Context: an optimization exercise on an open-source flow, tuned for small area. The choices shown serve that exercise and are no tape-out recipe.
Only simulation tests tie the RTL to the original design; equivalence was not proved.
Power is estimated from default activity; no workload was simulated.

$ cat design/flow/config.mk
export PLATFORM = sky130hd
export DESIGN_NAME = omni_audio
export DESIGN_NICKNAME = omni_audio
export VERILOG_FILES = /design/flow/design.v
export SDC_FILE = /design/flow/constraint.sdc
export NUM_CORES = 4
export LEC_CHECK = 0
export CAP_MARGIN = 20
export CORE_MARGIN = 2
export CORE_UTILIZATION = 60
export CTS_BUF_LIST = sky130_fd_sc_hd__clkbuf_4
export PLACE_DENSITY = 0.75
export SLEW_MARGIN = 20
$ cat design/flow/constraint.sdc
create_clock -name core_clock -period 120.0 [get_ports {clk}]
set_input_delay 24.0000 -clock core_clock [delete_from_list [all_inputs] [get_ports {clk}]]
set_output_delay 24.0000 -clock core_clock [all_outputs]
set_load 0.01 [all_outputs]
$ cat design/flow/design.v
module omni_audio (
    input             clk,
    input             rst,
    input             cmd_valid,
    output            cmd_ready,
    input      [4:0]  cmd_op,
    input      [15:0] cmd_arg0,
    input      [15:0] cmd_arg1,
    input      [15:0] cmd_arg2,
    input      [15:0] cmd_arg3,
    input      [15:0] cmd_arg4,
    input             cmd_kind,
    input      [2:0]  cmd_block,
    output            mem_req,
    output     [15:0] mem_addr,
    input             mem_ack,
    input      [7:0]  mem_rdata,
    output            chip_we,
    output     [7:0]  chip_reg,
    output     [7:0]  chip_val,
    output            chip_gen,
    input             chip_svalid,
    input      [15:0] chip_sample,
    output            pcm_valid,
    output     [15:0] pcm_data,
    output            resp_valid,
    output            resp_some,
    output     [15:0] resp_id
);
    localparam [31:0] STEP4 = 32'd596591;      
    localparam [4:0] OP_STARTUP  = 5'h01;
    localparam [4:0] OP_SHUTDOWN = 5'h02;
    localparam [4:0] OP_SETFX    = 5'h03;
    localparam [4:0] OP_SETMUS   = 5'h04;
    localparam [4:0] OP_PLAYFX   = 5'h05;
    localparam [4:0] OP_STOPFX   = 5'h06;
    localparam [4:0] OP_QUERYFX  = 5'h07;
    localparam [4:0] OP_STARTMUS = 5'h08;
    localparam [4:0] OP_STOPMUS  = 5'h09;
    localparam [4:0] OP_PRODUCE  = 5'h10;
    localparam [5:0] S_IDLE    = 6'd0;
    localparam [5:0] S_ACC     = 6'd1;
    localparam [5:0] S_STUP    = 6'd2;
    localparam [5:0] S_FXSTOP  = 6'd3;
    localparam [5:0] S_SEQSTOP = 6'd4;
    localparam [5:0] S_LOADSEQ = 6'd5;
    localparam [5:0] S_PRI     = 6'd6;
    localparam [5:0] S_INSADDR = 6'd7;
    localparam [5:0] S_INSRD   = 6'd8;
    localparam [5:0] S_LOADCH  = 6'd9;
    localparam [5:0] S_PLOAD   = 6'd10;
    localparam [5:0] S_PCHK    = 6'd11;
    localparam [5:0] S_LATCH   = 6'd12;
    localparam [5:0] S_SEQ     = 6'd13;
    localparam [5:0] S_SRD     = 6'd14;
    localparam [5:0] S_SINC    = 6'd15;
    localparam [5:0] S_SEQDEC  = 6'd16;
    localparam [5:0] S_URD     = 6'd17;
    localparam [5:0] S_UINC    = 6'd18;
    localparam [5:0] S_FMA0    = 6'd19;
    localparam [5:0] S_FMKEY   = 6'd20;
    localparam [5:0] S_FMOFF   = 6'd21;
    localparam [5:0] S_STOPCHK = 6'd22;
    localparam [5:0] S_GEN     = 6'd23;
    localparam [5:0] S_GW      = 6'd24;
    localparam [5:0] S_SEND    = 6'd25;
    localparam [5:0] S_OSYNC   = 6'd32;
    localparam [5:0] S_OADD    = 6'd33;
    localparam [5:0] S_OSUB1   = 6'd34;
    localparam [5:0] S_OSUBN   = 6'd35;
    localparam [5:0] S_MSYNC   = 6'd36;
    localparam [5:0] S_MUL     = 6'd37;
    localparam [5:0] S_MUL15   = 6'd38;
    localparam [5:0] S_MULEND  = 6'd39;
    reg [5:0]  st;
    reg [3:0]  k;
    reg [4:0]  ph;
    reg [1:0]  fx;           
    reg        mus;
    reg        tmode;        
    reg [1:0]  quad;
    reg        sact;
    reg        act, lv;
    reg [7:0]  last;
    reg [2:0]  blk;
    reg        en, lvl;
    reg [7:0]  rbuf;
    reg        ackd, svd, chgf;
    reg        bf;           
    reg        pz;           
    reg        eqf;          
    reg        dz;           
    reg        gt;           
    reg        c1, c2;       
    reg [15:0] r_rate, r_id, r_pri, r_cnt, r_pc, r_rem, r_send, r_sbase, r_dt;
    reg [15:0] z_ptr, z_scur;
    reg [31:0] acc, bnd;
    reg        cy, cg;
    reg [3:0]  dl;
    wire [3:0] bp    = ph[3:0];
    wire       wend  = (bp == 4'd15);
    wire       b0    = (bp == 4'd0);
    wire       is32  = st[5];
    wire       adv   = is32 ? (ph == 5'd31) : wend;
    wire a0b = cmd_arg0[bp];
    wire a1b = cmd_arg1[bp];
    wire a2b = cmd_arg2[bp];
    wire a3b = cmd_arg3[bp];
    wire a4b = cmd_arg4[bp];
    wire rate_o = r_rate[0];
    wire cnt_o  = r_cnt[0];
    wire pc_o   = r_pc[0];
    wire rem_o  = r_rem[0];
    wire send_o = r_send[0];
    wire sb_o   = r_sbase[0];
    wire dt_o   = r_dt[0];
    wire ptr_o  = z_ptr[0];
    wire scur_o = z_scur[0];
    wire uz = (last == 8'd0);
    assign cmd_ready  = ((st == S_ACC) && wend) || ((st == S_IDLE) && !cmd_valid);
    assign resp_valid = (st == S_ACC) && wend && (cmd_op == OP_QUERYFX);
    assign resp_some  = act;
    assign resp_id    = {r_id[0], r_id[15:1]};
    assign mem_req  = ((st == S_INSRD) || (st == S_SRD) || (st == S_URD)) && !ackd;
    assign mem_addr = (st == S_SRD) ? z_scur : z_ptr;
    reg [7:0] ins_reg;
    reg [3:0] ins_ofs;
    always @(*) begin
        case (k)
            4'd0: begin ins_reg = 8'h20; ins_ofs = 4'd0; end
            4'd1: begin ins_reg = 8'h40; ins_ofs = 4'd2; end
            4'd2: begin ins_reg = 8'h60; ins_ofs = 4'd4; end
            4'd3: begin ins_reg = 8'h80; ins_ofs = 4'd6; end
            4'd4: begin ins_reg = 8'hE0; ins_ofs = 4'd8; end
            4'd5: begin ins_reg = 8'h23; ins_ofs = 4'd1; end
            4'd6: begin ins_reg = 8'h43; ins_ofs = 4'd3; end
            4'd7: begin ins_reg = 8'h63; ins_ofs = 4'd5; end
            4'd8: begin ins_reg = 8'h83; ins_ofs = 4'd7; end
            default: begin ins_reg = 8'hE3; ins_ofs = 4'd9; end
        endcase
    end
    wire rd_w = mem_ack && ((st == S_INSRD) || ((st == S_SRD) && (k[1:0] == 2'd1)));
    assign chip_we = rd_w ||
                     (wend && (((st == S_FXSTOP) && fx[1]) ||
                               ((st == S_SEQSTOP) && mus) ||
                               (st == S_FMOFF) || (st == S_FMA0) || (st == S_FMKEY) ||
                               ((st == S_STOPCHK) && !act && fx[1]) ||
                               ((st == S_LOADCH) && cmd_kind)));
    assign chip_reg = (st == S_INSRD)  ? ins_reg :
                      (st == S_SRD)    ? rbuf :
                      (st == S_FMA0)   ? 8'hA0 :
                      (st == S_LOADCH) ? 8'hC0 : 8'hB0;
    assign chip_val = ((st == S_INSRD) || (st == S_SRD)) ? mem_rdata :
                      (st == S_FMA0)  ? last :
                      (st == S_FMKEY) ? {3'b001, blk, 2'b00} : 8'h00;
    assign chip_gen = (st == S_GEN) && wend;
    wire [15:0] tone_v  = !en ? 16'd0 : (lvl ? 16'd1000 : -16'sd1000);
    wire [16:0] mix_sum = {chip_sample[15], chip_sample} + {tone_v[15], tone_v};
    assign pcm_valid = (st == S_GW) && chip_svalid;
    assign pcm_data  = (fx == 2'd1) ? mix_sum[16:1] : chip_sample;
    wire c1i = b0 ? ((st == S_LOADSEQ) || (st == S_INSADDR) || (st == S_SEND) ? 1'b0 : 1'b1) : c1;
    wire c2i = b0 ? 1'b1 : c2;
    wire [15:0] dval = tmode ? 16'd140 : 16'd35;       
    wire [15:0] dcon = tmode ? 16'd560 : 16'd140;
    wire [15:0] kcon = tmode ? 16'd1120 : 16'd280;
    wire d_b = dcon[bp];
    wire k_b = kcon[bp];
    reg rate_i, id_i, pri_i, cnt_i, pc_i, rem_i, send_i, sb_i, dt_i, ptr_i, scur_i;
    reg ptr_sh, scur_sh;
    reg c1n, c2n;
    always @(*) begin
        rate_i = rate_o; id_i = r_id[0]; pri_i = r_pri[0]; cnt_i = cnt_o;
        pc_i = pc_o; rem_i = rem_o; send_i = send_o; sb_i = sb_o; dt_i = dt_o;
        ptr_i = ptr_o; scur_i = scur_o; ptr_sh = 1'b0; scur_sh = 1'b0;
        c1n = c1i; c2n = c2i;
        case (st)
            S_STUP: rate_i = a0b;
            S_LOADCH: begin
                id_i = a0b; pri_i = a1b; rem_i = a3b;
                ptr_i = a2b; ptr_sh = 1'b1;
            end
            S_INSADDR: begin
                ptr_i = a4b ^ (ins_ofs[bp[1:0]] & (bp < 4'd4)) ^ c1i;
                c1n   = (a4b & (ins_ofs[bp[1:0]] & (bp < 4'd4))) |
                        (c1i & (a4b | (ins_ofs[bp[1:0]] & (bp < 4'd4))));
                ptr_sh = 1'b1;
            end
            S_LOADSEQ: begin
                sb_i = a2b; scur_i = a2b; scur_sh = 1'b1;
                send_i = a2b ^ a3b ^ c1i;
                c1n = (a2b & a3b) | (c1i & (a2b | a3b));
                dt_i = 1'b0;
            end
            S_PLOAD: pc_i = a3b;
            S_LATCH: cnt_i = rate_o;
            S_SEND: begin
                cnt_i = cnt_o ^ d_b ^ c1i;
                c1n   = (~cnt_o & d_b) | (~cnt_o & c1i) | (d_b & c1i);
                pc_i  = pc_o ^ c2i;
                c2n   = ~pc_o & c2i;
            end
            S_UINC: begin
                ptr_i = ptr_o ^ c1i; c1n = ptr_o & c1i; ptr_sh = 1'b1;
                rem_i = rem_o ^ c2i; c2n = ~rem_o & c2i;
            end
            S_SINC: begin
                scur_i = scur_o ^ c1i; c1n = scur_o & c1i; scur_sh = 1'b1;
                if (k[1:0] == 2'd2 && !bp[3]) dt_i = rbuf[bp[2:0]];
                if (k[1:0] == 2'd3 &&  bp[3]) dt_i = rbuf[bp[2:0]];
            end
            S_SEQDEC: begin
                if (eqf) begin
                    scur_i = sb_o; scur_sh = 1'b1;
                    dt_i = 1'b0;
                end else begin
                    dt_i = dt_o ^ c1i; c1n = ~dt_o & c1i;
                end
            end
            default: ;
        endcase
    end
    wire        ph0    = (ph == 5'd0);
    wire        a_o    = acc[0];
    wire        b_o    = bnd[0];
    wire        r_b    = ph[4] ? 1'b0 : rate_o;
    wire        st_b   = STEP4[ph];
    wire        u_b    = last[3'd7 - k[2:0]];
    wire        d1     = ph0 ? 1'b0 : dl[0];
    wire        d4     = (ph < 5'd4) ? 1'b0 : dl[3];
    wire        o_sub  = (st == S_OSUB1) || (st == S_OSUBN);
    reg         x_a, x_b, x_c;
    always @(*) begin
        x_a = a_o; x_b = 1'b0; x_c = ph0 ? 1'b0 : cy;
        case (st)
            S_OADD: x_b = st_b;
            S_OSUB1, S_OSUBN: begin x_b = ~b_o; x_c = ph0 ? 1'b1 : cy; end
            S_MUL: begin x_a = (k == 4'd0) ? 1'b0 : d1; x_b = u_b & r_b; end
            S_MUL15: begin x_a = d4; x_b = ~a_o; x_c = ph0 ? 1'b1 : cy; end
            S_MULEND: begin x_a = 1'b0; x_c = 1'b0; end
            default: ;
        endcase
    end
    wire        a_n    = x_a ^ x_b ^ x_c;
    wire        a_cy   = (x_a & x_b) | (x_a & x_c) | (x_b & x_c);
    wire        a_wr   = (st == S_OADD) || (st == S_MUL) || (st == S_MUL15) ||
                         (st == S_MULEND) || o_sub;
    wire        a_in   = a_wr ? a_n : a_o;
    wire        b_in   = (st == S_MULEND) ? a_o : b_o;
    wire        g_c    = ph0 ? 1'b1 : cg;
    wire        g_n    = (a_in & ~b_o) | (a_in & g_c) | (~b_o & g_c);
    wire gt_n  = (r_pri[0] & ~a1b) | (~(r_pri[0] ^ a1b) & (b0 ? 1'b0 : gt));
    wire accept = ((fx == 2'd1 && !cmd_kind) || (fx == 2'd2 && cmd_kind)) && !(act && gt_n);
    always @(posedge clk) begin
        ph     <= ph + 5'd1;
        r_rate <= {rate_i, r_rate[15:1]};
        r_id   <= {id_i,   r_id[15:1]};
        r_pri  <= {pri_i,  r_pri[15:1]};
        r_cnt  <= {cnt_i,  r_cnt[15:1]};
        r_pc   <= {pc_i,   r_pc[15:1]};
        r_rem  <= {rem_i,  r_rem[15:1]};
        r_send <= {send_i, r_send[15:1]};
        r_sbase<= {sb_i,   r_sbase[15:1]};
        r_dt   <= {dt_i,   r_dt[15:1]};
        if (ptr_sh)  z_ptr  <= {ptr_i,  z_ptr[15:1]};
        if (scur_sh) z_scur <= {scur_i, z_scur[15:1]};
        c1 <= c1n;
        c2 <= c2n;
        acc <= {a_in, acc[31:1]};
        bnd <= {b_in, bnd[31:1]};
        dl  <= {dl[2:0], a_o};
        cy  <= a_cy;
        if (st == S_OADD || o_sub) cg <= g_n;
        if (st == S_PRI) gt <= gt_n;
        if (st == S_SEND) bf <= (~cnt_o & k_b) | (~(cnt_o ^ k_b) & (b0 ? 1'b0 : bf));
        if (st == S_SEND || st == S_PLOAD) pz <= (b0 ? 1'b1 : pz) & ~pc_i;
        if (st == S_UINC) act <= (b0 ? 1'b0 : act) | rem_i;
        if (st == S_LOADSEQ || st == S_SINC)
            eqf <= (b0 ? 1'b1 : eqf) & (scur_i == ((st == S_LOADSEQ) ? send_i : send_o));
        if (st == S_LOADSEQ || st == S_SEQDEC || (st == S_SINC && k[1:0] == 2'd3))
            dz <= (b0 ? 1'b1 : dz) & ~dt_i;
        if (mem_ack) begin
            ackd <= 1'b1;
            if (st == S_SRD) rbuf <= mem_rdata;
            if (st == S_URD) begin
                chgf <= !lv || (last != mem_rdata);
                last <= mem_rdata;
                lv   <= 1'b1;
            end
        end else if (adv)
            ackd <= 1'b0;
        if (chip_svalid)
            svd <= 1'b1;
        else if (adv)
            svd <= 1'b0;
        if (rst) begin
            st <= S_IDLE;
        end else if (adv) begin
            case (st)
            S_IDLE: if (cmd_valid) begin
                case (cmd_op)
                OP_STARTUP: st <= S_STUP;
                OP_SHUTDOWN, OP_SETFX, OP_STOPFX: st <= S_FXSTOP;
                OP_SETMUS, OP_STARTMUS, OP_STOPMUS: st <= S_SEQSTOP;
                OP_PLAYFX:  st <= S_PRI;
                OP_PRODUCE: st <= S_PLOAD;
                default:    st <= S_ACC;
                endcase
            end
            S_STUP: begin
                fx <= 2'd0; mus <= 1'b0; tmode <= 1'b0; en <= 1'b0; lvl <= 1'b0;
                sact <= 1'b0; act <= 1'b0; bf <= 1'b1;
                st <= S_ACC;
            end
            S_ACC: begin
                if (cmd_op == OP_SETFX)  fx  <= cmd_arg0[1:0];
                if (cmd_op == OP_SETMUS) mus <= cmd_arg0[0];
                st <= S_IDLE;
            end
            S_PRI: st <= accept ? S_FXSTOP : S_ACC;
            S_FXSTOP: begin
                act <= 1'b0; lv <= 1'b0; en <= 1'b0;
                k <= 4'd0;
                if (cmd_op == OP_SHUTDOWN)
                    st <= S_SEQSTOP;
                else if (cmd_op == OP_PLAYFX)
                    st <= cmd_kind ? S_INSADDR : S_LOADCH;
                else
                    st <= S_ACC;
            end
            S_SEQSTOP: begin
                sact <= 1'b0;
                st <= (cmd_op == OP_STARTMUS && mus) ? S_LOADSEQ : S_ACC;
            end
            S_LOADSEQ: begin
                sact <= 1'b1;
                st <= S_ACC;
            end
            S_INSADDR: st <= S_INSRD;
            S_INSRD: if (ackd) begin
                k <= k + 4'd1;
                st <= (k == 4'd9) ? S_LOADCH : S_INSADDR;
            end
            S_LOADCH: begin
                act <= 1'b1; lv <= 1'b0; blk <= cmd_block;
                st <= S_ACC;
            end
            S_PLOAD: st <= S_PCHK;
            S_PCHK: begin
                if (pz)
                    st <= S_ACC;
                else if (bf) begin
                    if (sact && !tmode) quad <= 2'd0;
                    tmode <= sact;
                    st <= S_LATCH;
                end else
                    st <= S_GEN;
            end
            S_LATCH: st <= tmode ? S_SEQ : (act ? S_URD : S_GEN);
            S_SEQ: begin
                k <= 4'd0;
                st <= (dz && !eqf) ? S_SRD : S_SEQDEC;
            end
            S_SRD: if (ackd) st <= S_SINC;
            S_SINC: begin
                k <= k + 4'd1;
                st <= (k[1:0] == 2'd3) ? S_SEQ : S_SRD;
            end
            S_SEQDEC: begin
                eqf  <= 1'b0;           
                quad <= quad + 2'd1;
                st <= (quad == 2'd0 && act) ? S_URD : S_GEN;
            end
            S_URD: if (ackd) st <= S_UINC;
            S_UINC: begin
                k <= 4'd0;
                st <= S_STOPCHK;
                if (chgf) begin
                    if (fx[1])
                        st <= uz ? S_FMOFF : S_FMA0;
                    else if (uz)
                        en <= 1'b0;
                    else
                        st <= S_MSYNC;
                end
            end
            S_FMA0:  st <= S_FMKEY;
            S_FMKEY: st <= S_STOPCHK;
            S_FMOFF: st <= S_STOPCHK;
            S_STOPCHK: begin
                if (!act) begin
                    lv <= 1'b0;
                    en <= 1'b0;
                end
                st <= S_GEN;
            end
            S_GEN: st <= S_GW;
            S_GW: if (svd) st <= S_SEND;
            S_SEND: st <= en ? S_OSYNC : S_PCHK;
            S_OSYNC: st <= S_OADD;
            S_OADD:  st <= g_n ? S_OSUB1 : S_PCHK;
            S_OSUB1: begin
                lvl <= ~lvl;
                st  <= g_n ? S_OSUBN : S_PCHK;
            end
            S_OSUBN: st <= g_n ? S_OSUBN : S_PCHK;
            S_MSYNC: st <= S_MUL;
            S_MUL: begin
                k <= k + 4'd1;
                if (k == 4'd7) st <= S_MUL15;
            end
            S_MUL15: st <= S_MULEND;
            S_MULEND: begin
                en <= 1'b1;
                st <= S_STOPCHK;
            end
            default: st <= S_IDLE;
            endcase
        end
    end
endmodule
$ cat design/flow/run.sh
#!/bin/bash
# synth_recipe.tcl (not shown) runs the flow's synth.tcl, then flattens the netlist and writes it again
# the make line also repeats each setting of config.mk as NAME=value (left out here)
make -C /OpenROAD-flow-scripts/flow DESIGN_CONFIG=/design/flow/config.mk WORK_HOME=/design/flow/orfs CLKGATE_MAP_FILE= SYNTH_SCRIPT=/design/flow/synth_recipe.tcl finish
==> qor.csv, run 1 <==
metric,value,unit
outcome,"complete, no violations",
synth-main-ff-cell,dfxtp_1,
layout-drive-gt1-share,14.2,%
syn_nets,1196,
overflow,0,
hold_viol,0,
slew_headroom,31.0,%
die_w,145,um
sw_frac_of_total,21.0,%
wl_per_cell,19.6,um
rows,51,
synth-async-reset-ratio,0,%
port_buffers,188,
die-height,145,um
p_int,0.000155,W
worst_slew_pin_slew,1.03,ns
cts_setup_buffers,0,
vdd_drop_max,0.0147,mV
min_period,50.98,ns
synthTopCellsByCount,"dfxtp_1 (239), nand2_1 (126), edfxtp_1 (69)",
vias_per_cell,5.73,
dpl.hpwl,21.9,mm
root_buffer,clkbuf_4,
fp.dieArea,20900,um^2
layout.nets,1423,
clock_power_share,41.7,%
dr.first_iter.drc_count,638,
ys_types,89,
rsz0062_at_grt,false,
clock_latency,0.67,ns
utilization,76.4,%
slew_violations,0,
max_cap_violations,0,
vias,9009,
clk_path_buf_depth,3,
ys_top_cells_by_area,"dfxtp_1 (40%), edfxtp_1 (17%), ha_1 (4.6%)",
drc,0,
p_switching,0.0000411,W
max_freq,19.6,MHz
cts_hold_buf,0,
cts_resized,0,
fin_hold_ws,0.312,ns
grt_max_degree,34,
synth_area_per_cell,11.5,um^2
r2r_slack,115.71,ns
share_comb_of_total_power,4.3,%
drtAntennaViolNets,0,
pre_cts_slack,69.05,ns
seqPwrFrac,54.1,%
grt_pass1_wl,47.8,mm
p_leak,5.82,nW
yosysSeqAreaShare,57.8,%
cellPowerDensity,13.2,nW/um^2
arrival,26.98,ns
synth_top_area_share,40.3,%
cts_tree,yes,
syn_area,11900,um^2
clk_pin_slew,0.07,ns
yosysTopAreaCell,dfxtp_1,
synth_enable_flop_cells,69,
antenna_found_initial,0,
grt.total_usage,30.2,%
cts.sinks,308,
wirelength,30.7,mm
gp_congestion,0.993,
core_area,19500,um^2
area_delta_synth_final,25.3,%
layout_setup_ws,69.02,ns
start_kind,input port,
hp-class,flip-flop to flip-flop,
yosysMostFrequentCell,dfxtp_1,
h-tree-depth,3,
dr.pass1.iters,6,
path_class,input port to output pin,
ys_warn_count,1,
fin_crit_sh,42.5,%
end_kind,output pin,
grt_pass1_vias,8926,
numCtsBuffers,71,
clock_skew,0.0369,ns
timing.critical_path.required,96.00,ns
synth_cells,1030,
top_regs,"acc (32), bnd (32)",
start_util,61.0,%
setup_tns,0,ns
setup-violations-final,0,
ys_ff_latch,308,
boundaryPins,189,
cp_max_fo,3,
[final timing paths]
path,startpoint,endpoint,cells after the start
max reg2reg,ph[0],st[0],11
min,r_rem[7],r_rem[6],0
max,chip_sample[3],pcm_data[14],12
min reg2reg,r_rem[7],r_rem[6],0
[layout by cell type, fill, tap and decap left out, drive strengths merged, types with 5 or more instances in the layout]
master,Yosys,layout
ha,44,44
a22oi,6,6
a21o,9,9
buf,16,10
dfxtp,239,239
nor4,8,8
nand2b,13,13
mux4,27,27
nand4,5,5
nand2,126,126
clkbuf,28,109
and2,8,8
o31ai,10,10
o22ai,8,8
nor3,20,20
clkdlybuf4s50,0,188
edfxtp,69,69
o21ai,48,48
a31oi,8,8
a22o,6,6
mux2,14,14
or3,9,9
mux2i,13,13
nor3b,8,8
clkinv,1,9
o211ai,6,6
xnor2,12,12
nand3b,6,6
nand3,23,23
nor2b,10,10
o21a,5,5
xor2,14,14
and3,7,7
inv,39,41
or2,7,7
nor2,62,62
a21oi,31,31
[logic make-up (layout without fill, tap and decap cells)]
| logic type | count (synthesis) | after routing | synth area share [%] |
|---|---|---|---|
| and+or+nand+nor | 326 | 326 | 13.7 |
| DFF | 308 | 308 | 57.8 |
| AOI/OAI and AO/OA | 183 | 183 | 10.5 |
| buffers and inverters | 84 | 359 | 2.87 |
| muxes | 54 | 54 | 7.85 |
| adders and majority gates | 49 | 49 | 5.40 |
| xor gates and xnor gates | 26 | 26 | 1.92 |
| other | 0 | 1 | 0 |
[metal layers]
| layer | vias up | GRT usage (%) | routed length (um) |
|---|---|---|---|
| li1 | 4201 | - | - |
| met1 | 4241 | 38.2 | 12200 |
| met2 | 480 | 50.9 | 14900 |
| met3 | 87 | 6.99 | 2530 |
| met4 | 0 | 11.4 | 1090 |
| met5 | - | 0 | 0 |
[power by group through the flow]
stage / Sequential (W) / Clock, W / Combinational (W)
floorplan: 0.000108 / 0 / 0.00000294
global placement: 0.000108 / 0 / 0.00000802
detailed placement: 0.000108 / 0 / 0.00000825
CTS: 0.000106 / 0.0000839 / 0.00000832
global route: 0.000106 / 0.0000887 / 0.00000900
finish: 0.000106 / 0.0000816 / 0.00000832
[worst max-delay path, cell delays in order]
cell and delay (ns):
clkdlybuf4s50_1 0.49, ha_1 0.18, inv_1 0.06, fa_1 0.39, nor2b_1 0.12, o21ai_0 0.10
a21boi_0 0.35, o21a_1 0.24, o311a_1 0.20, nor3_1 0.05, o31ai_1 0.22, clkdlybuf4s50_1 0.58
[stage by stage]
stage	power (W)	instance area, um^2	cells
final	0.000196	14900	1571
after global routing	0.000203	14900	1570
after CTS	0.000198	14900	1570
after detailed placement	0.000116	14000	1449
after global placement	0.000116	14000	1449
after floorplan	0.000111	11900	1030
[cell type report]
class	count	area (um^2)
fillers	1300	4590
repair buffers	198	1960
clock inverters	12	80.1
diodes	1	2.50
inverters	40	151
flip-flops and latches	308	6860
multi-input cells	638	4670
well taps	265	332
clock buffers	109	818
==> run 2, diff against run 1 <==
==> design/flow/flow/run.sh (new file) <==
#!/bin/bash
set -euo pipefail
export BUFFER_PORTS_ARGS="-buffer_cell sky130_fd_sc_hd__buf_1"
bash standard.sh > standard_flow.log 2>&1
==> design/flow/standard.sh (new file) <==
#!/bin/bash
# synth_recipe.tcl (not shown) runs the flow's synth.tcl, then flattens the netlist and writes it again
# the make line also repeats each setting of config.mk as NAME=value (left out here)
make -C /OpenROAD-flow-scripts/flow DESIGN_CONFIG=/design/flow/config.mk WORK_HOME=/design/flow/orfs CLKGATE_MAP_FILE= SYNTH_SCRIPT=/design/flow/synth_recipe.tcl "${@:-finish}"
removed: design/flow/run.sh
==> qor.csv, run 2 <==
metric,value,unit
synth_cells,1030,
grt_pass1_vias,8730,
fin_crit_sh,41.9,%
ys_ff_latch,308,
dr.pass1.iters,6,
met3_length,2.34,mm
worst_slew_pin_slew,1.06,ns
syn_nets,1196,
ys_warn_count,1,
area_delta_synth_final,16.3,%
h-tree-depth,3,
ys_types,89,
cts_tree,yes,
final_cell_mix,"dfxtp_1 (238), buf_1 (188), nand2_1 (126)",
dpl.hpwl,20.4,mm
drtAntennaViolNets,0,
grt.total_usage,28.1,%
overflow,0,
ff_latch_area,6860,um^2
slew_violations,0,
layout-drive-gt1-share,14.4,%
port_buffers,188,
synth_enable_flop_cells,69,
synth-main-ff-cell,dfxtp_1,
rows,51,
gp_congestion,1.01,
path_class,input port to output pin,
timing.critical_path.required,96.00,ns
cts_setup_buffers,0,
core_area,19500,um^2
setup-violations-final,0,
vias_per_cell,5.60,
dr.first_iter.drc_count,747,
final_common_cell,dfxtp_1,
p_leak,5.38,nW
setup_tns,0,ns
crit_family,compound AO/OA/AOI/OAI gates,
vdd_drop_max,0.0129,mV
crit_chain,"buf_1, ha_1, inv_1, fa_1, nor2b_1, o21ai_0, a21boi_0, o21a_1, o311a_1, nor3_1, o31ai_1, buf_1",
multi_input_area,4670,um^2
root_buffer,clkbuf_4,
path_common_cell,buf_1,
cts_hold_buf,0,
rsz0062_at_grt,false,
cellPowerDensity,14.5,nW/um^2
placed_cells,1450,
min_period,50.22,ns
cp_max_fo,3,
die_w,145,um
cpMaxStageDelayCell,fa_1,
hold_viol,0,
grt_max_degree,34,
vias,8865,
ys_top_cells_by_area,"dfxtp_1 (40%), edfxtp_1 (17%), ha_1 (4.6%)",
grt_pass1_wl,44.7,mm
crit_buf_inv,3,
wl_met1,12.2,mm
top_layer_used,met4,
wirelength,29.1,mm
yosysMostFrequentCell,dfxtp_1,
slew_headroom,28.9,%
wl_per_cell,18.4,um
start_util,61.0,%
die-height,145,um
synth-async-reset-ratio,0,%
max_freq,19.9,MHz
clock_latency,0.70,ns
synth_area_per_cell,11.5,um^2
synth_top_area_share,40.3,%
clock_skew,0.0541,ns
fillers,1432,
hp-class,flip-flop to flip-flop,
arrival,26.22,ns
yosysSeqAreaShare,57.8,%
fp.dieArea,20900,um^2
boundaryPins,189,
dr_wl_met2,13.3,mm
clk_pin_slew,0.07,ns
clk_path_buf_depth,3,
synthTopCellsByCount,"dfxtp_1 (239), nand2_1 (126), edfxtp_1 (69)",
layout.nets,1427,
yosysTopAreaCell,dfxtp_1,
start_kind,input port,
end_kind,output pin,
syn_area,11900,um^2
outcome,"complete, no violations",
layout_setup_ws,69.78,ns
pre_cts_slack,69.79,ns
instances_no_fill,1584,
max_cap_violations,0,
numCtsBuffers,74,
antenna_found_initial,1,
cts.sinks,308,
cts_resized,0,
drc,0,
slowest_delay,0.39,ns
top_regs,"acc (32), bnd (32)",
==> run 2: cell families (layout without fill, tap and decap cells) <==
kind of cell	Yosys count	in the layout	synth area share, %
multiplexers	54	54	7.85
AO/OA/AOI/OAI	183	183	10.5
buffers and inverters	84	372	2.87
adder cells (fa/ha/maj)	49	49	5.40
AND/OR/NAND/NOR	326	326	13.7
other	0	1	0
XOR/XNOR	26	26	1.92
flip-flops	308	308	57.8
==> run 2: cell type report <==
| class | count | area share, % |
|---|---|---|
| Tap cell | 265 | 2.40 |
| Inverter | 40 | 1.10 |
| Sequential cell | 308 | 49.7 |
| Timing Repair Buffer | 199 | 5.71 |
| Antenna cell | 1 | 0.0181 |
| Multi-Input combinational cell | 638 | 33.8 |
| Clock inverter | 24 | 1.31 |
| Clock buffer | 109 | 5.93 |
==> run 2: worst paths after layout <==
check / start / to / slack, ns / cells after the start
worst max register to register: ph[0] / st[0] / 115.64 / 11
worst max-delay path: chip_sample[3] / pcm_data[14] / 69.78 / 12
worst min register to register: r_rate[7] / r_rate[6] / 0.31 / 0
worst min-delay path: r_rate[7] / r_rate[6] / 0.31 / 0
==> run 2: power by group <==
group          switching (W)  leakage, nW   total (W)  internal [W]
Combinational     0.00000286         2.23  0.00000555    0.00000269
Sequential       0.000000103         2.56    0.000106      0.000106
Clock              0.0000399        0.592   0.0000883     0.0000484
==> run 2: per-stage QoR <==
step / power, W / instance area, um^2 / utilization [%] / hold WS [ns]
after global routing: 0.000207 / 13800 / 70.9 / 0.317
after floorplan: 0.000111 / 11900 / - / 0.310
final: 0.000200 / 13800 / 70.9 / 0.306
after CTS: 0.000202 / 13800 / 70.9 / 0.316
after global placement: 0.000113 / 12800 / 65.7 / 0.310
after detailed placement: 0.000114 / 12800 / 65.7 / 0.312
==> run 2: layer usage <==
| metal | vias to the layer above | global-route usage (%) |
|---|---|---|
| li1 | 4217 | - |
| met1 | 4167 | 36.4 |
| met2 | 402 | 44.2 |
| met3 | 79 | 6.92 |
| met4 | 0 | 14.2 |
| met5 | - | 0 |
==> run 3, diff against run 2 <==
==> design/flow/flow/run.sh (replaced) <==
#!/bin/bash
set -euo pipefail
export BUFFER_PORTS_ARGS="-buffer_cell sky130_fd_sc_hd__buf_1"
export CTS_ARGS="-sink_clustering_enable -repair_clock_nets -buf_list sky130_fd_sc_hd__clkbuf_4 -sink_clustering_size 10 -sink_clustering_max_diameter 40 -dont_use_dummy_load"
bash standard.sh > standard_flow.log 2>&1
==> qor.csv, run 3 <==
metric,value,unit
numCtsBuffers,42,
synth_mux_area_share,7.85,%
top_regs,"acc (32), bnd (32)",
synth_area_per_cell,11.5,um^2
synthTopCellsByCount,"dfxtp_1 (239), nand2_1 (126), edfxtp_1 (69)",
ff_latch_area,6860,um^2
layout_setup_ws,69.78,ns
drc,0,
ys_warn_count,1,
die_w,145,um
p_leak,4.99,nW
dr.first_iter.drc_count,785,
final_common_cell,dfxtp_1,
cts_hold_buf,0,
port_buffers,188,
setup_tns,0,ns
area_delta_synth_final,10.6,%
utilization,67.4,%
vias_per_cell,5.76,
clock_skew,0.110,ns
synth_cells,1030,
cts_setup_buffers,0,
dr.pass1.iters,7,
clock_power_share,29.2,%
yosysSeqAreaShare,57.8,%
p_switching,0.0000327,W
arrival,26.22,ns
sw_frac_of_total,20.8,%
cts_tree,yes,
die-height,145,um
cts.sinks,308,
ys_types,89,
fillers,1522,
rsz0062_at_grt,false,
fin_crit_sh,41.9,%
dpl.hpwl,20.4,mm
grt.total_usage,27.0,%
slew_headroom,26.6,%
end_kind,output pin,
yosys.area_share.simple,13.7,%
wl_per_cell,18.7,um
ys_ff_latch,308,
cts_resized,0,
grt_pass1_vias,8374,
core_area,19500,um^2
synth-main-ff-cell,dfxtp_1,
synth_top_family_by_area,simple AND/OR/NAND/NOR gates,
hold_viol,0,
outcome,"complete, no violations",
fp.dieArea,20900,um^2
layout.nets,1395,
syn_area,11900,um^2
final_cell_mix,"dfxtp_1 (238), buf_1 (188), nand2_1 (126)",
seqPwrFrac,67.3,%
p_int,0.000124,W
vias,8599,
fin_hold_ws,0.290,ns
path_class,input port to output pin,
cp_max_fo,3,
pre_cts_slack,69.79,ns
synth_enable_flop_cells,69,
start_util,61.0,%
vdd_drop_max,0.0122,mV
antenna_found_initial,1,
root_buffer,clkbuf_4,
hp-class,flip-flop to flip-flop,
setup-violations-final,0,
multi_input_area,4670,um^2
max_cap_violations,0,
wirelength,28.0,mm
yosysMostFrequentCell,dfxtp_1,
slew_violations,0,
overflow,0,
synth-xor-area-share,1.92,%
synth_compound_area_share,10.5,%
gp_congestion,1.01,
share_comb_of_total_power,3.5,%
clk_pin_slew,0.10,ns
syn_nets,1196,
boundaryPins,189,
start_kind,input port,
drtAntennaViolNets,0,
rows,51,
layout-drive-gt1-share,9.29,%
ys_top_cells_by_area,"dfxtp_1 (40%), edfxtp_1 (17%), ha_1 (4.6%)",
grt_max_degree,34,
clock_latency,0.66,ns
synth_top_area_share,40.3,%
grt_pass1_wl,43.2,mm
cellPowerDensity,12.0,nW/um^2
synth_fa_ha_area_share,5.40,%
min_period,50.22,ns
clk_path_buf_depth,3,
h-tree-depth,2,
timing.critical_path.required,96.00,ns
worst_slew_pin_slew,1.10,ns
max_freq,19.9,MHz
yosysTopAreaCell,dfxtp_1,
synth-async-reset-ratio,0,%
## run 3: through the flow
step | power, W | std cells | area, um^2
4_1_cts | 0.000159 | 1492 | 13100
3_3_place_gp | 0.000113 | 1450 | 12800
6_report | 0.000157 | 1494 | 13100
2_1_floorplan | 0.000111 | 1030 | 11900
3_5_place_dp | 0.000114 | 1450 | 12800
5_1_grt | 0.000163 | 1494 | 13100
## run 3: cells by family (layout without fill, tap and decap cells)
family                     Yosys count  after routing
adders and majority gates           49             49
buffers and inverters               84            281
xor gates and xnor gates            26             26
other                                0              2
AOI/OAI and AO/OA                  183            183
DFF                                308            308
muxes                               54             54
and+or+nand+nor                    326            326
## run 3: final cells by class
cell class	count	share of cell area [%]
timing repair buffer	199	6.01
clock buffer	42	2.40
inverter	40	1.15
tap	265	2.53
sequential	308	52.3
multi-input combinational	638	35.6
antenna	2	0.0381
## run 3: worst max-delay path, cell delays in order
cell	delay [ns]
buf_1	0.12
ha_1	0.19
inv_1	0.06
fa_1	0.39
nor2b_1	0.13
o21ai_0	0.12
a21boi_0	0.33
o21a_1	0.23
o311a_1	0.21
nor3_1	0.05
o31ai_1	0.21
buf_1	0.19
## run 3: worst paths after layout
check / from / end / slack, ns / depth (start not counted)
worst min-delay path: r_rate[1] / r_rate[0] / 0.29 / 0
worst min register to register: r_rate[1] / r_rate[0] / 0.29 / 0
worst max-delay path: chip_sample[3] / pcm_data[14] / 69.78 / 12
worst max register to register: ph[0] / st[0] / 115.59 / 11
## run 3: layer usage
metal | wire (um) | share of wire [%] | GRT usage (%) | vias up
li1 | - | - | - | 4093
met1 | 12000 | 43 | 36.0 | 4021
met2 | 12600 | 45 | 43.0 | 407
met3 | 2270 | 8.1 | 5.07 | 78
met4 | 1180 | 4.2 | 12.3 | 0
met5 | 0 | 0 | 0 | -
## run 3: power groups by stage
stage,Combinational (W),Clock (W),Sequential [W]
after floorplan,0.00000294,0,0.000108
after global placement,0.00000529,0,0.000108
after detailed placement,0.00000550,0,0.000108
after CTS,0.00000553,0.0000475,0.000106
after global routing,0.00000612,0.0000513,0.000106
final,0.00000556,0.0000458,0.000106
==> run 4, diff against run 3 <==
--- a/design/flow/design.v
+++ b/design/flow/design.v
@@ -85,7 +85,7 @@
     reg [2:0]  blk;
     reg        en, lvl;
     reg [7:0]  rbuf;
-    reg        ackd, svd, chgf;
+    reg        ackd, svd;
     reg        bf;           
     reg        pz;           
     reg        eqf;          
@@ -95,8 +95,6 @@
     reg [15:0] r_rate, r_id, r_pri, r_cnt, r_pc, r_rem, r_send, r_sbase, r_dt;
     reg [15:0] z_ptr, z_scur;
     reg [31:0] acc, bnd;
-    reg        cy, cg;
-    reg [3:0]  dl;
     wire [3:0] bp    = ph[3:0];
     wire       wend  = (bp == 4'd15);
     wire       b0    = (bp == 4'd0);
@@ -116,29 +114,26 @@
     wire dt_o   = r_dt[0];
     wire ptr_o  = z_ptr[0];
     wire scur_o = z_scur[0];
-    wire uz = (last == 8'd0);
+    wire uz  = (rbuf == 8'd0);
+    wire chg = !lv || (last != rbuf);
     assign cmd_ready  = ((st == S_ACC) && wend) || ((st == S_IDLE) && !cmd_valid);
     assign resp_valid = (st == S_ACC) && wend && (cmd_op == OP_QUERYFX);
     assign resp_some  = act;
     assign resp_id    = {r_id[0], r_id[15:1]};
     assign mem_req  = ((st == S_INSRD) || (st == S_SRD) || (st == S_URD)) && !ackd;
     assign mem_addr = (st == S_SRD) ? z_scur : z_ptr;
-    reg [7:0] ins_reg;
-    reg [3:0] ins_ofs;
+    reg [3:0] ins_hi;
     always @(*) begin
-        case (k)
-            4'd0: begin ins_reg = 8'h20; ins_ofs = 4'd0; end
-            4'd1: begin ins_reg = 8'h40; ins_ofs = 4'd2; end
-            4'd2: begin ins_reg = 8'h60; ins_ofs = 4'd4; end
-            4'd3: begin ins_reg = 8'h80; ins_ofs = 4'd6; end
-            4'd4: begin ins_reg = 8'hE0; ins_ofs = 4'd8; end
-            4'd5: begin ins_reg = 8'h23; ins_ofs = 4'd1; end
-            4'd6: begin ins_reg = 8'h43; ins_ofs = 4'd3; end
-            4'd7: begin ins_reg = 8'h63; ins_ofs = 4'd5; end
-            4'd8: begin ins_reg = 8'h83; ins_ofs = 4'd7; end
-            default: begin ins_reg = 8'hE3; ins_ofs = 4'd9; end
+        case (k[2:0])
+            3'd0: ins_hi = 4'h2;
+            3'd1: ins_hi = 4'h4;
+            3'd2: ins_hi = 4'h6;
+            3'd3: ins_hi = 4'h8;
+            default: ins_hi = 4'hE;
         endcase
     end
+    wire [7:0] ins_reg = {ins_hi, 2'b00, k[3], k[3]};
+    wire [3:0] ins_ofs = {k[2:0], k[3]};
     wire rd_w = mem_ack && ((st == S_INSRD) || ((st == S_SRD) && (k[1:0] == 2'd1)));
     assign chip_we = rd_w ||
                      (wend && (((st == S_FXSTOP) && fx[1]) ||
@@ -225,17 +220,17 @@
     wire        r_b    = ph[4] ? 1'b0 : rate_o;
     wire        st_b   = STEP4[ph];
     wire        u_b    = last[3'd7 - k[2:0]];
-    wire        d1     = ph0 ? 1'b0 : dl[0];
-    wire        d4     = (ph < 5'd4) ? 1'b0 : dl[3];
+    wire        d1     = ph0 ? 1'b0 : bnd[31];
+    wire        d4     = (ph < 5'd4) ? 1'b0 : bnd[28];
     wire        o_sub  = (st == S_OSUB1) || (st == S_OSUBN);
     reg         x_a, x_b, x_c;
     always @(*) begin
-        x_a = a_o; x_b = 1'b0; x_c = ph0 ? 1'b0 : cy;
+        x_a = a_o; x_b = 1'b0; x_c = ph0 ? 1'b0 : c1;
         case (st)
             S_OADD: x_b = st_b;
-            S_OSUB1, S_OSUBN: begin x_b = ~b_o; x_c = ph0 ? 1'b1 : cy; end
+            S_OSUB1, S_OSUBN: begin x_b = ~b_o; x_c = ph0 ? 1'b1 : c1; end
             S_MUL: begin x_a = (k == 4'd0) ? 1'b0 : d1; x_b = u_b & r_b; end
-            S_MUL15: begin x_a = d4; x_b = ~a_o; x_c = ph0 ? 1'b1 : cy; end
+            S_MUL15: begin x_a = d4; x_b = ~a_o; x_c = ph0 ? 1'b1 : c1; end
             S_MULEND: begin x_a = 1'b0; x_c = 1'b0; end
             default: ;
         endcase
@@ -245,8 +240,8 @@
     wire        a_wr   = (st == S_OADD) || (st == S_MUL) || (st == S_MUL15) ||
                          (st == S_MULEND) || o_sub;
     wire        a_in   = a_wr ? a_n : a_o;
-    wire        b_in   = (st == S_MULEND) ? a_o : b_o;
-    wire        g_c    = ph0 ? 1'b1 : cg;
+    wire        b_in   = ((st == S_MUL) || (st == S_MUL15) || (st == S_MULEND)) ? a_o : b_o;
+    wire        g_c    = ph0 ? 1'b1 : c2;
     wire        g_n    = (a_in & ~b_o) | (a_in & g_c) | (~b_o & g_c);
     wire gt_n  = (r_pri[0] & ~a1b) | (~(r_pri[0] ^ a1b) & (b0 ? 1'b0 : gt));
     wire accept = ((fx == 2'd1 && !cmd_kind) || (fx == 2'd2 && cmd_kind)) && !(act && gt_n);
@@ -263,14 +258,11 @@
         r_dt   <= {dt_i,   r_dt[15:1]};
         if (ptr_sh)  z_ptr  <= {ptr_i,  z_ptr[15:1]};
         if (scur_sh) z_scur <= {scur_i, z_scur[15:1]};
-        c1 <= c1n;
-        c2 <= c2n;
+        c1 <= is32 ? a_cy : c1n;
+        c2 <= is32 ? g_n  : c2n;
         acc <= {a_in, acc[31:1]};
         bnd <= {b_in, bnd[31:1]};
-        dl  <= {dl[2:0], a_o};
-        cy  <= a_cy;
-        if (st == S_OADD || o_sub) cg <= g_n;
-        if (st == S_PRI) gt <= gt_n;
+        gt <= gt_n;
         if (st == S_SEND) bf <= (~cnt_o & k_b) | (~(cnt_o ^ k_b) & (b0 ? 1'b0 : bf));
         if (st == S_SEND || st == S_PLOAD) pz <= (b0 ? 1'b1 : pz) & ~pc_i;
         if (st == S_UINC) act <= (b0 ? 1'b0 : act) | rem_i;
@@ -280,12 +272,7 @@
             dz <= (b0 ? 1'b1 : dz) & ~dt_i;
         if (mem_ack) begin
             ackd <= 1'b1;
-            if (st == S_SRD) rbuf <= mem_rdata;
-            if (st == S_URD) begin
-                chgf <= !lv || (last != mem_rdata);
-                last <= mem_rdata;
-                lv   <= 1'b1;
-            end
+            rbuf <= mem_rdata;
         end else if (adv)
             ackd <= 1'b0;
         if (chip_svalid)
@@ -337,8 +324,8 @@
             end
             S_INSADDR: st <= S_INSRD;
             S_INSRD: if (ackd) begin
-                k <= k + 4'd1;
-                st <= (k == 4'd9) ? S_LOADCH : S_INSADDR;
+                k <= (k[2:0] == 3'd4) ? 4'b1000 : k + 4'd1;
+                st <= (k == 4'b1100) ? S_LOADCH : S_INSADDR;
             end
             S_LOADCH: begin
                 act <= 1'b1; lv <= 1'b0; blk <= cmd_block;
@@ -373,8 +360,10 @@
             S_URD: if (ackd) st <= S_UINC;
             S_UINC: begin
                 k <= 4'd0;
+                last <= rbuf;
+                lv <= 1'b1;
                 st <= S_STOPCHK;
-                if (chgf) begin
+                if (chg) begin
                     if (fx[1])
                         st <= uz ? S_FMOFF : S_FMA0;
                     else if (uz)
--- a/design/flow/config.mk
+++ b/design/flow/config.mk
@@ -7,7 +7,7 @@
 export LEC_CHECK = 0
 export CAP_MARGIN = 20
 export CORE_MARGIN = 2
-export CORE_UTILIZATION = 60
+export CORE_UTILIZATION = 70
 export CTS_BUF_LIST = sky130_fd_sc_hd__clkbuf_4
-export PLACE_DENSITY = 0.75
+export PLACE_DENSITY = 0.85
 export SLEW_MARGIN = 20
==> qor.csv, run 4 <==
metric,value,unit
outcome,"complete, no violations",
ys_ff_latch,294,
clock_latency,0.62,ns
numCtsBuffers,38,
arrival,26.09,ns
overflow,0,
drtAntennaViolNets,0,
grtUsageMet3,8.08,%
top_regs,"acc (32), bnd (32)",
synth_area_per_cell,11.1,um^2
root_buffer,clkbuf_4,
boundaryPins,189,
h-tree-depth,2,
timing.critical_path.required,96.00,ns
grt.total_usage,35.7,%
syn_nets,1205,
utilization,77.5,%
clock_skew,0.0595,ns
yosysMostFrequentCell,dfxtp_1,
p_leak,4.85,nW
wirelength,31.4,mm
use_met1,46.5,%
antenna_found_initial,2,
vias,9268,
final_cell_mix,"dfxtp_1 (226), buf_1 (188), nand2_1 (133)",
yosysSeqAreaShare,56.5,%
r2r_end,st[3],
die_w,133,um
grt_pass1_vias,9084,
fin_crit_sh,41.7,%
power.total,0.000205,W
syn_area,11600,um^2
dr.first_iter.drc_count,1039,
synth_cells,1044,
hold_viol,0,
worst_slew_pin_slew,1.15,ns
start_util,70.7,%
path_class,input port to output pin,
layout_setup_ws,69.91,ns
pre_cts_slack,69.92,ns
grt_pass1_wl,48.6,mm
cts_hold_buf,0,
port_buffers,188,
clk_path_buf_depth,3,
vias_per_cell,6.40,
grt_max_degree,39,
met2_usage,56.6,%
startpoint,chip_sample[3],
ys_top_cells_by_area,"dfxtp_1 (39%), edfxtp_1 (17%), mux4_2 (4.9%)",
r2r_start,st[3],
core_area,16400,um^2
layout.nets,1389,
area_delta_synth_final,9.69,%
synthTopCellsByCount,"dfxtp_1 (227), nand2_1 (133), edfxtp_1 (67)",
cp-endpoint,pcm_data[12],
setup-violations-final,0,
cp_max_fo,4,
drc,0,
max_cap_violations,0,
wl_per_cell,21.7,um
vdd_drop_max,0.0119,mV
rows,47,
cts.sinks,294,
dpl.hpwl,23.1,mm
layout-drive-gt1-share,7.67,%
synth_enable_flop_cells,67,
rsz0062_at_grt,false,
gp_congestion,1.02,
ys_types,83,
setup_tns,0,ns
synth-main-ff-cell,dfxtp_1,
fin_hold_ws,0.292,ns
die-height,133,um
final_common_cell,dfxtp_1,
dr.pass1.iters,6,
cts_resized,0,
r2r_slack,115.68,ns
top_usage_layer,met2,
ys_warn_count,1,
hp-class,flip-flop to flip-flop,
r2r_cells,11,
cts_setup_buffers,0,
cellPowerDensity,16.1,nW/um^2
max_freq,20.0,MHz
slew_violations,0,
slew_headroom,21.1,%
yosysTopAreaCell,dfxtp_1,
end_kind,output pin,
fp.dieArea,17600,um^2
synth-async-reset-ratio,0,%
min_period,50.09,ns
cts_tree,yes,
synth_top_area_share,39.2,%
start_kind,input port,
clk_pin_slew,0.09,ns
==> run 4: changes by cell type after synthesis, moves of 7 or more <==
cell / before / now
nor4_1: 7 / 14
buf_2: 7 / 14
nand2_1: 126 / 133
mux2_2: 14 / 4
dfxtp_1: 239 / 227
nor3_1: 20 / 30
==> run 4: per-stage QoR <==
step | std cells | instance area (um^2)
floorplan | 1044 | 11600
global placement | 1408 | 12400
detailed placement | 1408 | 12400
CTS | 1446 | 12700
global route | 1448 | 12700
finish | 1449 | 12700
==> run 4: cell families (layout without fill, tap and decap cells) <==
group / after synthesis / in the layout / synth area share (%)
AND/OR/NAND/NOR: 353 / 353 / 15.3
adder cells (fa/ha/maj): 43 / 43 / 4.90
other: 0 / 3 / 0
XOR/XNOR: 20 / 20 / 1.51
multiplexers: 39 / 39 / 6.67
AO/OA/AOI/OAI: 196 / 196 / 11.6
buffers and inverters: 99 / 281 / 3.52
flip-flops: 294 / 294 / 56.5
==> run 4: per-layer routing <==
metal / part of all wire, % / vias up
met3: 11 / 128
met2: 45 / 700
li1: - / 4147
met4: 5.5 / 0
met1: 38 / 4293
met5: 0 / -
==> run 4: worst min path at each step <==
stage,from,end,slack [ns],cells after the start
floorplan,acc[1],acc[0],0.31,0
global placement,r_cnt[6],r_cnt[5],0.31,0
detailed placement,bnd[30],bnd[29],0.31,0
CTS,r_dt[15],r_dt[14],0.26,0
global route,r_dt[15],r_dt[14],0.27,0
finish,r_dt[15],r_dt[14],0.29,0
==> run 4: where the power goes <==
group / switching [W] / internal (W) / leakage (nW)
clock network: 0.0000286 / 0.0000147 / 0.175
logic: 0.0000296 / 0.0000152 / 2.21
registers: 0.00000573 / 0.000111 / 2.46
total: 0.0000639 / 0.000141 / 4.85
==> run 4: final cells by class <==
class	count	area (um^2)
sequential	294	6560
multi-input combinational	651	4640
fill	1093	3680
timing repair buffer	200	796
clock buffer	38	285
tap	220	275
inverter	43	161
antenna	3	7.51
==> run 4: worst max-delay path: stages <==
cell and delay [ns]:
buf_1 0.10, ha_1 0.18, inv_1 0.06, fa_1 0.39
nor2b_1 0.17, o21a_1 0.17, o21ai_0 0.13, a21o_1 0.23
a2111o_1 0.38, o211ai_1 0.10, buf_1 0.17
==> run 5, diff against run 4 <==
--- a/design/flow/config.mk
+++ b/design/flow/config.mk
@@ -7,7 +7,7 @@
 export LEC_CHECK = 0
 export CAP_MARGIN = 20
 export CORE_MARGIN = 2
-export CORE_UTILIZATION = 70
+export CORE_UTILIZATION = 60
 export CTS_BUF_LIST = sky130_fd_sc_hd__clkbuf_4
-export PLACE_DENSITY = 0.85
+export PLACE_DENSITY = 0.75
 export SLEW_MARGIN = 20
==> qor.csv, run 5 <==
metric,value,unit
ff_latch_area,6560,um^2
drtAntennaViolNets,0,
hold_viol,0,
layout.nets,1390,
h-tree-depth,2,
slew_violations,0,
dr.first_iter.drc_count,880,
synth_cells,1044,
r2r_cells,13,
path_class,input port to output pin,
synth-async-reset-ratio,0,%
vias_per_cell,5.97,
fp.dieArea,20500,um^2
stdcell_area,12800,um^2
final_common_cell,dfxtp_1,
hold_depth,0,
ys_types,83,
power.total,0.000204,W
wl_per_cell,19.4,um
max_freq,20.0,MHz
grt.total_usage,28.9,%
boundaryPins,189,
area_delta_synth_final,10.2,%
min_period,50.04,ns
vias,8889,
p_leak,4.87,nW
ys_top_cells_by_area,"dfxtp_1 (39%), edfxtp_1 (17%), mux4_2 (4.9%)",
clock_latency,0.62,ns
synth_top_area_share,39.2,%
fillers,1492,
rsz0062_at_grt,false,
cts_hold_buf,0,
timing.critical_path.required,96.00,ns
grt_max_degree,39,
fin_crit_sh,41.7,%
outcome,"complete, no violations",
layout-drive-gt1-share,7.66,%
cp_max_fo,4,
port_buffers,188,
cts.sinks,294,
clk_pin_slew,0.09,ns
end_kind,output pin,
setup_tns,0,ns
yosysTopAreaCell,dfxtp_1,
die_w,143,um
hp-class,flip-flop to flip-flop,
clk_path_buf_depth,3,
start_kind,input port,
worst_slew_pin_slew,0.959,ns
start_util,61.6,%
max_cap_violations,0,
synthTopCellsByCount,"dfxtp_1 (227), nand2_1 (133), edfxtp_1 (67)",
final_cell_mix,"dfxtp_1 (226), buf_1 (188), nand2_1 (133)",
ys_warn_count,1,
syn_nets,1205,
vdd_drop_max,0.0112,mV
utilization,67.9,%
ys_ff_latch,294,
multi_input_area,4640,um^2
synth_area_per_cell,11.1,um^2
syn_area,11600,um^2
overflow,0,
grt_pass1_wl,45.3,mm
dpl.hpwl,20.9,mm
yosysMostFrequentCell,dfxtp_1,
yosysSeqAreaShare,56.5,%
synth_enable_flop_cells,67,
antenna_found_initial,1,
grt_pass1_vias,8382,
cts_tree,yes,
cts_setup_buffers,0,
dr.pass1.iters,6,
slew_headroom,35.2,%
root_buffer,clkbuf_4,
arrival,26.04,ns
setup-violations-final,0,
top_regs,"acc (32), bnd (32)",
dpl_cell_area,12500,um^2
gp_congestion,1.01,
cellPowerDensity,16.0,nW/um^2
die-height,143,um
wirelength,28.9,mm
rows,50,
clock_skew,0.0643,ns
numCtsBuffers,38,
drc,0,
synth-main-ff-cell,dfxtp_1,
core_area,18800,um^2
cts_resized,0,
[run 5: final timing paths]
check | slack (ns) | end | start
worst max-delay path | 69.96 | pcm_data[12] | chip_sample[3]
worst min-delay path | 0.29 | r_dt[0] | r_dt[1]
worst max register to register | 115.36 | st[0] | ph[0]
worst min register to register | 0.29 | r_dt[0] | r_dt[1]
[run 5: layout make-up]
cell class                 instances  share of cell area, %
timing repair buffer             201                   6.32
tap                              260                   2.55
multi-input combinational        651                   36.3
antenna                            1                 0.0196
sequential                       294                   51.3
clock buffer                      38                   2.23
inverter                          43                   1.26
[run 5: stage by stage]
stage,hold WS [ns],cells,worst slack (ns)
2_1_floorplan,0.310,1044,70.37
3_3_place_gp,0.310,1448,70.02
3_5_place_dp,0.312,1448,69.99
4_1_cts,0.291,1486,69.98
5_1_grt,0.290,1488,69.78
6_report,0.290,1488,69.96
[run 5: where the power goes]
group	switching (W)	leakage (nW)	internal, W	total (W)
clock network	0.0000285	0.175	0.0000147	0.0000432
logic	0.0000302	2.24	0.0000152	0.0000454
registers	0.00000462	2.46	0.000111	0.000116
total	0.0000634	4.87	0.000141	0.000204
[run 5: logic make-up (layout without fill, tap and decap cells)]
logic type      after synthesis  after routing  share of synthesized area, %
xor+xnor                     20             20                          1.51
flops                       294            294                          56.5
mux                          39             39                          6.67
fa+ha+maj                    43             43                          4.90
other cells                   0              1                             0
buf+inv                      99            282                          3.52
simple gates                353            353                          15.3
compound gates              196            196                          11.6
[run 5: worst max-delay path, stage by stage]
cell	delay (ns)
buf_1	0.09
ha_1	0.17
inv_1	0.05
fa_1	0.39
nor2b_1	0.17
o21a_1	0.17
o21ai_0	0.13
a21o_1	0.23
a2111o_1	0.36
o211ai_1	0.09
buf_1	0.17
[run 5: per-layer routing]
layer  share of wire, %  wire (um)  track usage (%)
met5                  0          0                0
met4                3.6       1030             11.0
met3                 10       2930             5.53
met2                 44      12600             43.8
met1                 43      12300             41.4
==> run 6, diff against run 5 <==
--- a/design/flow/design.v
+++ b/design/flow/design.v
@@ -60,7 +60,6 @@
     localparam [5:0] S_FMA0    = 6'd19;
     localparam [5:0] S_FMKEY   = 6'd20;
     localparam [5:0] S_FMOFF   = 6'd21;
-    localparam [5:0] S_STOPCHK = 6'd22;
     localparam [5:0] S_GEN     = 6'd23;
     localparam [5:0] S_GW      = 6'd24;
     localparam [5:0] S_SEND    = 6'd25;
@@ -85,7 +84,7 @@
     reg [2:0]  blk;
     reg        en, lvl;
     reg [7:0]  rbuf;
-    reg        ackd, svd;
+    reg        ackd;         
     reg        bf;           
     reg        pz;           
     reg        eqf;          
@@ -135,11 +134,11 @@
     wire [7:0] ins_reg = {ins_hi, 2'b00, k[3], k[3]};
     wire [3:0] ins_ofs = {k[2:0], k[3]};
     wire rd_w = mem_ack && ((st == S_INSRD) || ((st == S_SRD) && (k[1:0] == 2'd1)));
+    wire stopc = (cmd_op != OP_PRODUCE) || !act;    
     assign chip_we = rd_w ||
-                     (wend && (((st == S_FXSTOP) && fx[1]) ||
+                     (wend && (((st == S_FXSTOP) && stopc && fx[1]) ||
                                ((st == S_SEQSTOP) && mus) ||
                                (st == S_FMOFF) || (st == S_FMA0) || (st == S_FMKEY) ||
-                               ((st == S_STOPCHK) && !act && fx[1]) ||
                                ((st == S_LOADCH) && cmd_kind)));
     assign chip_reg = (st == S_INSRD)  ? ins_reg :
                       (st == S_SRD)    ? rbuf :
@@ -246,7 +245,7 @@
     wire gt_n  = (r_pri[0] & ~a1b) | (~(r_pri[0] ^ a1b) & (b0 ? 1'b0 : gt));
     wire accept = ((fx == 2'd1 && !cmd_kind) || (fx == 2'd2 && cmd_kind)) && !(act && gt_n);
     always @(posedge clk) begin
-        ph     <= ph + 5'd1;
+        ph     <= rst ? 5'd0 : ph + 5'd1;
         r_rate <= {rate_i, r_rate[15:1]};
         r_id   <= {id_i,   r_id[15:1]};
         r_pri  <= {pri_i,  r_pri[15:1]};
@@ -270,15 +269,12 @@
             eqf <= (b0 ? 1'b1 : eqf) & (scur_i == ((st == S_LOADSEQ) ? send_i : send_o));
         if (st == S_LOADSEQ || st == S_SEQDEC || (st == S_SINC && k[1:0] == 2'd3))
             dz <= (b0 ? 1'b1 : dz) & ~dt_i;
-        if (mem_ack) begin
-            ackd <= 1'b1;
+        if (mem_ack)
             rbuf <= mem_rdata;
-        end else if (adv)
-            ackd <= 1'b0;
-        if (chip_svalid)
-            svd <= 1'b1;
+        if (mem_ack || chip_svalid)
+            ackd <= 1'b1;
         else if (adv)
-            svd <= 1'b0;
+            ackd <= 1'b0;
         if (rst) begin
             st <= S_IDLE;
         end else if (adv) begin
@@ -305,9 +301,13 @@
             end
             S_PRI: st <= accept ? S_FXSTOP : S_ACC;
             S_FXSTOP: begin
-                act <= 1'b0; lv <= 1'b0; en <= 1'b0;
+                if (stopc) begin
+                    act <= 1'b0; lv <= 1'b0; en <= 1'b0;
+                end
                 k <= 4'd0;
-                if (cmd_op == OP_SHUTDOWN)
+                if (cmd_op == OP_PRODUCE)
+                    st <= S_GEN;
+                else if (cmd_op == OP_SHUTDOWN)
                     st <= S_SEQSTOP;
                 else if (cmd_op == OP_PLAYFX)
                     st <= cmd_kind ? S_INSADDR : S_LOADCH;
@@ -362,7 +362,7 @@
                 k <= 4'd0;
                 last <= rbuf;
                 lv <= 1'b1;
-                st <= S_STOPCHK;
+                st <= S_FXSTOP;
                 if (chg) begin
                     if (fx[1])
                         st <= uz ? S_FMOFF : S_FMA0;
@@ -373,17 +373,10 @@
                 end
             end
             S_FMA0:  st <= S_FMKEY;
-            S_FMKEY: st <= S_STOPCHK;
-            S_FMOFF: st <= S_STOPCHK;
-            S_STOPCHK: begin
-                if (!act) begin
-                    lv <= 1'b0;
-                    en <= 1'b0;
-                end
-                st <= S_GEN;
-            end
+            S_FMKEY: st <= S_FXSTOP;
+            S_FMOFF: st <= S_FXSTOP;
             S_GEN: st <= S_GW;
-            S_GW: if (svd) st <= S_SEND;
+            S_GW: if (ackd) st <= S_SEND;
             S_SEND: st <= en ? S_OSYNC : S_PCHK;
             S_OSYNC: st <= S_OADD;
             S_OADD:  st <= g_n ? S_OSUB1 : S_PCHK;
@@ -400,7 +393,7 @@
             S_MUL15: st <= S_MULEND;
             S_MULEND: begin
                 en <= 1'b1;
-                st <= S_STOPCHK;
+                st <= S_FXSTOP;
             end
             default: st <= S_IDLE;
             endcase
--- a/design/flow/config.mk
+++ b/design/flow/config.mk
@@ -7,7 +7,7 @@
 export LEC_CHECK = 0
 export CAP_MARGIN = 20
 export CORE_MARGIN = 2
-export CORE_UTILIZATION = 60
+export CORE_UTILIZATION = 70
 export CTS_BUF_LIST = sky130_fd_sc_hd__clkbuf_4
-export PLACE_DENSITY = 0.75
+export PLACE_DENSITY = 0.85
 export SLEW_MARGIN = 20
==> qor.csv, run 6 <==
metric,value,unit
synthTopCellsByCount,"dfxtp_1 (226), nand2_1 (126), edfxtp_1 (67)",
cp-endpoint,pcm_data[14],
p_switching,0.0000360,W
fillers,992,
final_cell_mix,"dfxtp_1 (225), buf_1 (188), nand2_1 (126)",
wirelength,32.3,mm
slew_headroom,24.1,%
cts_hold_buf,0,
clock_latency,0.64,ns
r2r_start,st[5],
max_cap_violations,0,
antenna_found_initial,1,
top_layer_used,met4,
dr_wl_met2,15.5,mm
arrival,26.05,ns
syn_area,11500,um^2
cts_resized,0,
synth-main-ff-cell,dfxtp_1,
share_comb_of_total_power,6.9,%
cp.depth,11,
r2r_end,st[3],
synth_top_area_share,39.4,%
min_period,50.05,ns
root_buffer,clkbuf_4,
port_buffers,188,
cts_tree,yes,
ys_top_cells_by_area,"dfxtp_1 (39%), edfxtp_1 (18%), ha_1 (4.2%)",
vdd_drop_max,0.0124,mV
syn_nets,1189,
max_freq,20.0,MHz
ys_ff_latch,293,
vias,9184,
setup-violations-final,0,
rsz0062_at_grt,false,
start_util,72.1,%
outcome,"complete, no violations",
ys_types,82,
start_kind,input port,
wl_per_cell,22.5,um
clock_skew,0.0693,ns
pre_cts_slack,69.99,ns
cellPowerDensity,12.4,nW/um^2
startpoint,chip_sample[3],
grt_max_degree,38,
dr.first_iter.drc_count,1068,
overflow,0,
r2r_slack,115.91,ns
power.total,0.000157,W
top_regs,"acc (32), bnd (32)",
yosysMostFrequentCell,dfxtp_1,
path_class,input port to output pin,
hold_viol,0,
cts_setup_buffers,0,
cts.sinks,293,
seqPwrFrac,64.9,%
vias_per_cell,6.40,
ys_warn_count,1,
die-height,132,um
h-tree-depth,2,
area_delta_synth_final,10.0,%
cp_max_fo,4,
layout.nets,1381,
p_int,0.000121,W
worst_slew_pin_slew,1.13,ns
grt_pass1_vias,9068,
fin_hold_ws,0.278,ns
slowest_delay,0.40,ns
p_leak,4.89,nW
crit_chain,"buf_1, ha_1, inv_1, fa_1, nand2b_1, a21oi_1, o2111ai_1, a21oi_1, xnor2_1, o21ai_0, buf_1",
synth_area_per_cell,11.2,um^2
met3_length,3.25,mm
synth_enable_flop_cells,67,
dr.pass1.iters,6,
fp.dieArea,17500,um^2
rows,46,
drc,0,
clock_power_share,28.1,%
stdcell_area,12600,um^2
boundaryPins,189,
synth_cells,1028,
grt_pass1_wl,49.4,mm
setup_tns,0,ns
clk_path_buf_depth,3,
dpl_cell_area,12400,um^2
timing.critical_path.required,96.00,ns
crit_buf_inv,3,
numCtsBuffers,38,
clk_pin_slew,0.10,ns
r2r_cells,11,
layout_setup_ws,69.95,ns
core_area,15900,um^2
sw_frac_of_total,23.0,%
drtAntennaViolNets,0,
dpl.hpwl,22.8,mm
hp-class,flip-flop to flip-flop,
yosysSeqAreaShare,56.9,%
wl_met1,12.1,mm
end_kind,output pin,
gp_congestion,1.01,
grt.total_usage,36.8,%
cpMaxStageDelayCell,fa_1,
yosysTopAreaCell,dfxtp_1,
die_w,132,um
slew_violations,0,
final_common_cell,dfxtp_1,
fin_crit_sh,41.7,%
crit_family,compound AO/OA/AOI/OAI gates,
layout-drive-gt1-share,7.39,%
synth-async-reset-ratio,0,%
run 6: changes by cell type after synthesis, moves of 5 or more:
cell      change
nand2b_1      +5
nor4_1        -6
nor3_1        -7
xor2_1       -10
nand2_1       -7
xnor2_1      +11
a211oi_1      +6
a21oi_1      +11
run 6: power by group through the flow:
stage	clock [W]	sequential, W	combinational (W)
6_report	0.0000441	0.000102	0.0000109
3_3_place_gp	0	0.000104	0.0000102
3_5_place_dp	0	0.000104	0.0000106
5_1_grt	0.0000485	0.000102	0.0000118
4_1_cts	0.0000447	0.000102	0.0000108
2_1_floorplan	0	0.000104	0.00000721
run 6: cell families after synthesis:
family	synth area share (%)
AOI/OAI and AO/OA	11.8
xor gates and xnor gates	1.60
adders and majority gates	4.94
buffers and inverters	3.31
DFF	56.9
muxes	7.04
and+or+nand+nor	14.4
run 6: worst min-delay path by stage:
stage	slack, ns	startpoint	cells past startpoint	endpoint
floorplan	0.31	acc[1]	0	acc[0]
global placement	0.31	bnd[30]	0	bnd[29]
detailed placement	0.31	acc[17]	0	acc[16]
CTS	0.26	r_cnt[13]	0	r_cnt[12]
global route	0.24	r_cnt[13]	0	r_cnt[12]
finish	0.28	r_cnt[13]	0	r_cnt[12]
run 6: through the flow:
stage          std cells  utilization (%)
2_1_floorplan       1028                -
3_3_place_gp        1396             77.5
3_5_place_dp        1396             77.5
4_1_cts             1434             79.3
5_1_grt             1435             79.3
6_report            1436             79.3
run 6: cell type report:
type                    instances  area [um^2]  share of cell area, %
flip-flops and latches        293         6540                   51.7
multi-input cells             640         4570                   36.2
repair buffers                200          796                   6.29
clock buffers                  38          285                   2.26
well taps                     216          270                   2.14
inverters                      47          176                   1.40
diodes                          2         5.00                 0.0396
run 6: routing by layer:
| layer | vias to the layer above | global-route usage [%] |
|---|---|---|
| met4 | 0 | 13.8 |
| met3 | 121 | 7.88 |
| li1 | 4093 | - |
| met1 | 4332 | 46.3 |
| met2 | 638 | 63.0 |
| met5 | - | 0 |

==> port drivers added, routing unchanged <==
No port has a modelled driver above. Below, the same layouts with a new extraction and two added sets of constraints.
Step 1 assumes that a clkbuf_16 drives the clock port and a buf_2 every other input.
Step 2 adds t to the input delays and takes it off the output delays; t is the mean of the earliest and latest rising clock arrival at the registers after step 1. Input paths then give back, and output paths get back, about the clock's delay inside the block.
Slacks: ideal / step 1 / step 2; pairs: ideal / step 1.
run	t, ns	slack for setup (ns)	hold slack, ns	latest minus earliest clock arrival (ns)
run 1	0.698	69.016 / 68.976 / 68.976	0.312 / 0.312 / 0.312	0.041 / 0.042
run 2	0.711	69.778 / 69.756 / 69.756	0.306 / 0.306 / 0.306	0.057 / 0.058
run 3	0.651	69.778 / 69.756 / 69.756	0.290 / 0.290 / 0.290	0.110 / 0.110
run 4	0.633	69.913 / 69.888 / 69.888	0.292 / 0.292 / 0.292	0.061 / 0.061
run 5	0.629	69.963 / 69.941 / 69.941	0.290 / 0.290 / 0.290	0.068 / 0.067
run 6	0.643	69.951 / 69.922 / 69.922	0.278 / 0.278 / 0.278	0.070 / 0.070
After both steps every run listed still meets setup and hold. For run 1, which loses most, drivers alone change the setup slack by -0.040 ns; drivers and shift together by -0.040 ns.
